Source: an optimization exercise on an open RTL-to-GDS flow (aim: small area, a short achievable clock period and few clock cycles). Production flows keep margins and buffers that such runs may drop. Function was checked by simulation only, so behaviour that the tests miss may differ from the original. Power figures rest on the tool's default switching activity, not on a simulated workload.

run 1:
Design usbasp_seq, start of the top module:
module usbasp_seq (
    input  wire        clk,
    input  wire        rst,
    input  wire        req_valid,
    output wire        req_ready,
    input  wire [1:0]  req_kind,       
    input  wire [63:0] req_data,       
    input  wire [3:0]  req_len,        
    output reg         rsp_valid,
    output reg  [2:0]  rsp_code,
    output reg  [3:0]  rsp_len,
    output wire [63:0] rsp_data,
    output wire        tgt_valid,
    input  wire        tgt_ready,
    output reg  [4:0]  tgt_op,
    output wire [31:0] tgt_addr,
    output wire [63:0] tgt_wdata,
    output wire [3:0]  tgt_len,
    input  wire [63:0] tgt_rdata,
    input  wire        rx_evt,
    input  wire [7:0]  rx_byte,
    input  wire        tx_evt,
    output wire        line_tx_valid,
    output wire [7:0]  line_tx_data,
    output reg         chan_en,
    output reg         rx_irq_en,
    output reg         tx_irq_en,
    output reg  [15:0] cfg_baud,
    output reg  [5:0]  cfg_mode
);
Size in the first run: ~2,000 cells after synthesis, about 460 flip-flops, roughly 360 I/O pins, about 23,000 sq um of cells after synthesis.
==> flow/config.mk <==
export PLATFORM = sky130hd
export DESIGN_NAME = usbasp_seq
export DESIGN_NICKNAME = usbasp_seq
export VERILOG_FILES = /design/flow/design.v
export SDC_FILE = /design/flow/constraint.sdc
export NUM_CORES = 4
export LEC_CHECK = 0
export CAP_MARGIN = 20
export CORE_MARGIN = 2
export CORE_UTILIZATION = 65
export CTS_BUF_LIST = sky130_fd_sc_hd__clkbuf_8
export CTS_CLUSTER_DIAMETER = 50
export CTS_CLUSTER_SIZE = 12
export PLACE_DENSITY = 0.75
export SETUP_SLACK_MARGIN = 4.3
export SLEW_MARGIN = 20
==> flow/constraint.sdc <==
create_clock -name core_clock -period 8.0 [get_ports {clk}]
set_input_delay 1.6000 -clock core_clock [delete_from_list [all_inputs] [get_ports {clk}]]
set_output_delay 1.6000 -clock core_clock [all_outputs]
set_load 0.01 [all_outputs]
standard.sh (not shown) runs the stock make flow with config.mk's settings and CLKGATE_MAP_FILE= SYNTH_SCRIPT=/design/flow/synth_recipe.tcl, a recipe that flattens the netlist after the stock synthesis.
==> flow/flow/run.sh <==
#!/bin/bash
set -euo pipefail
export BUFFER_PORTS_ARGS="-buffer_cell sky130_fd_sc_hd__buf_1"
export CTS_ARGS="-sink_clustering_enable -repair_clock_nets -sink_clustering_size 12 -sink_clustering_max_diameter 50 -buf_list sky130_fd_sc_hd__clkbuf_8 -dont_use_dummy_load"
bash standard.sh > standard.log 2>&1
Run 1 | stages: all done | timing, DRC, antenna: all pass
Testbench counts of run 1, summed over its fixed seeds: cycles 23,014.
The following lists how run 2 was set up differently from run 1:
Settings: a change of PLACE_DENSITY from 0.75 to 0.72; a change of CORE_UTILIZATION from 65 to 60; a change of CTS_CLUSTER_DIAMETER from 50 to 55; a change of CTS_CLUSTER_SIZE from 12 to 16.
==> flow/flow/run.sh <==
#!/bin/bash
set -euo pipefail
export BUFFER_PORTS_ARGS="-buffer_cell sky130_fd_sc_hd__buf_1"
export CTS_ARGS="-sink_clustering_enable -repair_clock_nets -sink_clustering_size 16 -sink_clustering_max_diameter 55 -buf_list sky130_fd_sc_hd__clkbuf_8 -dont_use_dummy_load"
bash standard.sh > standard.log 2>&1
==> run notes <==
- Run 2 finished all stages; the layout is clean.
- Global-route usage down 3.1 points in run 2 wrt run 1
- Of the two candidates, run 1 has the worse overall power of the completed layout and run 2 the better one.
- Of run 2 and run 1, the run reporting the higher register-to-register slack was run 2.
- Where total die area is concerned, run 1 is better than run 2.
- Against run 1, number of placed cells counting well taps in run 2 rose by a few percent.
- Run 2: global-route wire length before repair lower than run 1
Setup changes, run 2 to run 3
Settings: swapping 16 for 12 in CTS_CLUSTER_SIZE; swapping 55 for 50 in CTS_CLUSTER_DIAMETER.
==> flow/flow/run.sh <==
#!/bin/bash
set -euo pipefail
export BUFFER_PORTS_ARGS="-buffer_cell sky130_fd_sc_hd__buf_1"
export CTS_ARGS="-sink_clustering_enable -repair_clock_nets -sink_clustering_size 12 -sink_clustering_max_diameter 50 -buf_list sky130_fd_sc_hd__clkbuf_8 -dont_use_dummy_load"
bash standard.sh > standard.log 2>&1
Notes after the runs:
Between run 2 and run 3, the wire length of the first global-routing pass does not differ in any meaningful way. Going from run 2 to run 3, fraction of the mapped netlist area in simple logic gates essentially unchanged; routing usage on met3 went down by 0.64 points; final cell count closely matched the old numbers; number of iterations in the first detailed-routing pass closely matched the old numbers. Of the two values seen for critical path endpoint, op[3] was produced by run 2 and line_tx_valid by run 3. Flip-flop and latch count after synthesis came out exactly the same in run 2 and run 3. Run 2 → run 3: global routing usage summed across all routing layers shows no meaningful change; synthesized cell count held; total stage count of the critical path lost 8; switching power as a share of total power saw little to no change. Run 3 vs run 2: share of the final layout cell area in sequential cells down in run 3.
Setup changes, run 3 to run 4
Settings: changing CTS_CLUSTER_SIZE from 12 to 20; removing CTS_CLUSTER_DIAMETER (formerly 50); changing CTS_BUF_LIST from sky130_fd_sc_hd__clkbuf_8 to sky130_fd_sc_hd__clkbuf_4.
==> flow/flow/run.sh <==
#!/bin/bash
set -euo pipefail
export BUFFER_PORTS_ARGS="-buffer_cell sky130_fd_sc_hd__buf_1"
bash standard.sh > standard.log 2>&1
Capturing instance or port of the critical path = dbuf[3]: run 4; capturing instance or port of the critical path = line_tx_valid: run 3. Setup WNS run 3 -> run 4: worse. Run 4: share of total power in combinational logic lower than run 3. Changes observed in run 4 relative to run 3: met1 routed wirelength after detailed routing now smaller; routed wire length now larger; final area now larger. Clock-buffer cell count went up by more than 100% going from run 3 to run 4. Layout cell share with drive strength beyond 1 came out higher on run 4 than on run 3. Run 4 vs run 3 — net count of the finished layout climbed by a few percent. Compared with run 3, number of non-clock buffers in run 4 decreased slightly. Met3 layer wire length in the routed design: run 4 vs run 3 up 570 microns.

## afterwards: timing with drivers on the ports
How much do the figures lean on ideal ports? The routed layouts below were timed once more, with nothing changed but the port constraints.
Step 1 sets driving cells, clkbuf_16 on the clock port and buf_2 on the other inputs (assumed; they add their load-dependent delay and slew).
Step 2 adds t to the input delays and takes it off the output delays; t is the mean of the earliest and latest rising clock arrival at the registers after step 1. Input paths then give back, and output paths get back, about the clock's delay inside the block.
Three values: no drivers, after step 1, after step 2; two values: the first two.
| run | t (ns) | setup WS [ns] | hold slack, ns | worst setup path at the end | cell pins on the clock port's net |
|---|---|---|---|---|---|
| run 1 | 0.664 | 4.336 / 4.336 / 3.686 | 0.425 / 0.425 / 0.425 | input to register | 1 |
| run 2 | 0.664 | 4.320 / 4.339 / 3.679 | 0.422 / 0.422 / 0.422 | input to register | 1 |
| run 3 | 0.667 | 4.366 / 4.335 / 3.714 | 0.417 / 0.417 / 0.417 | input to register | 1 |
| run 4 | 0.857 | 4.353 / 4.308 / 3.451 | 0.439 / 0.439 / 0.439 | input to register | 1 |
After both steps setup and hold are still met in every run listed. The setup slack of run 4, which loses most, moves by -0.045 ns with the drivers and by -0.902 ns with both steps.
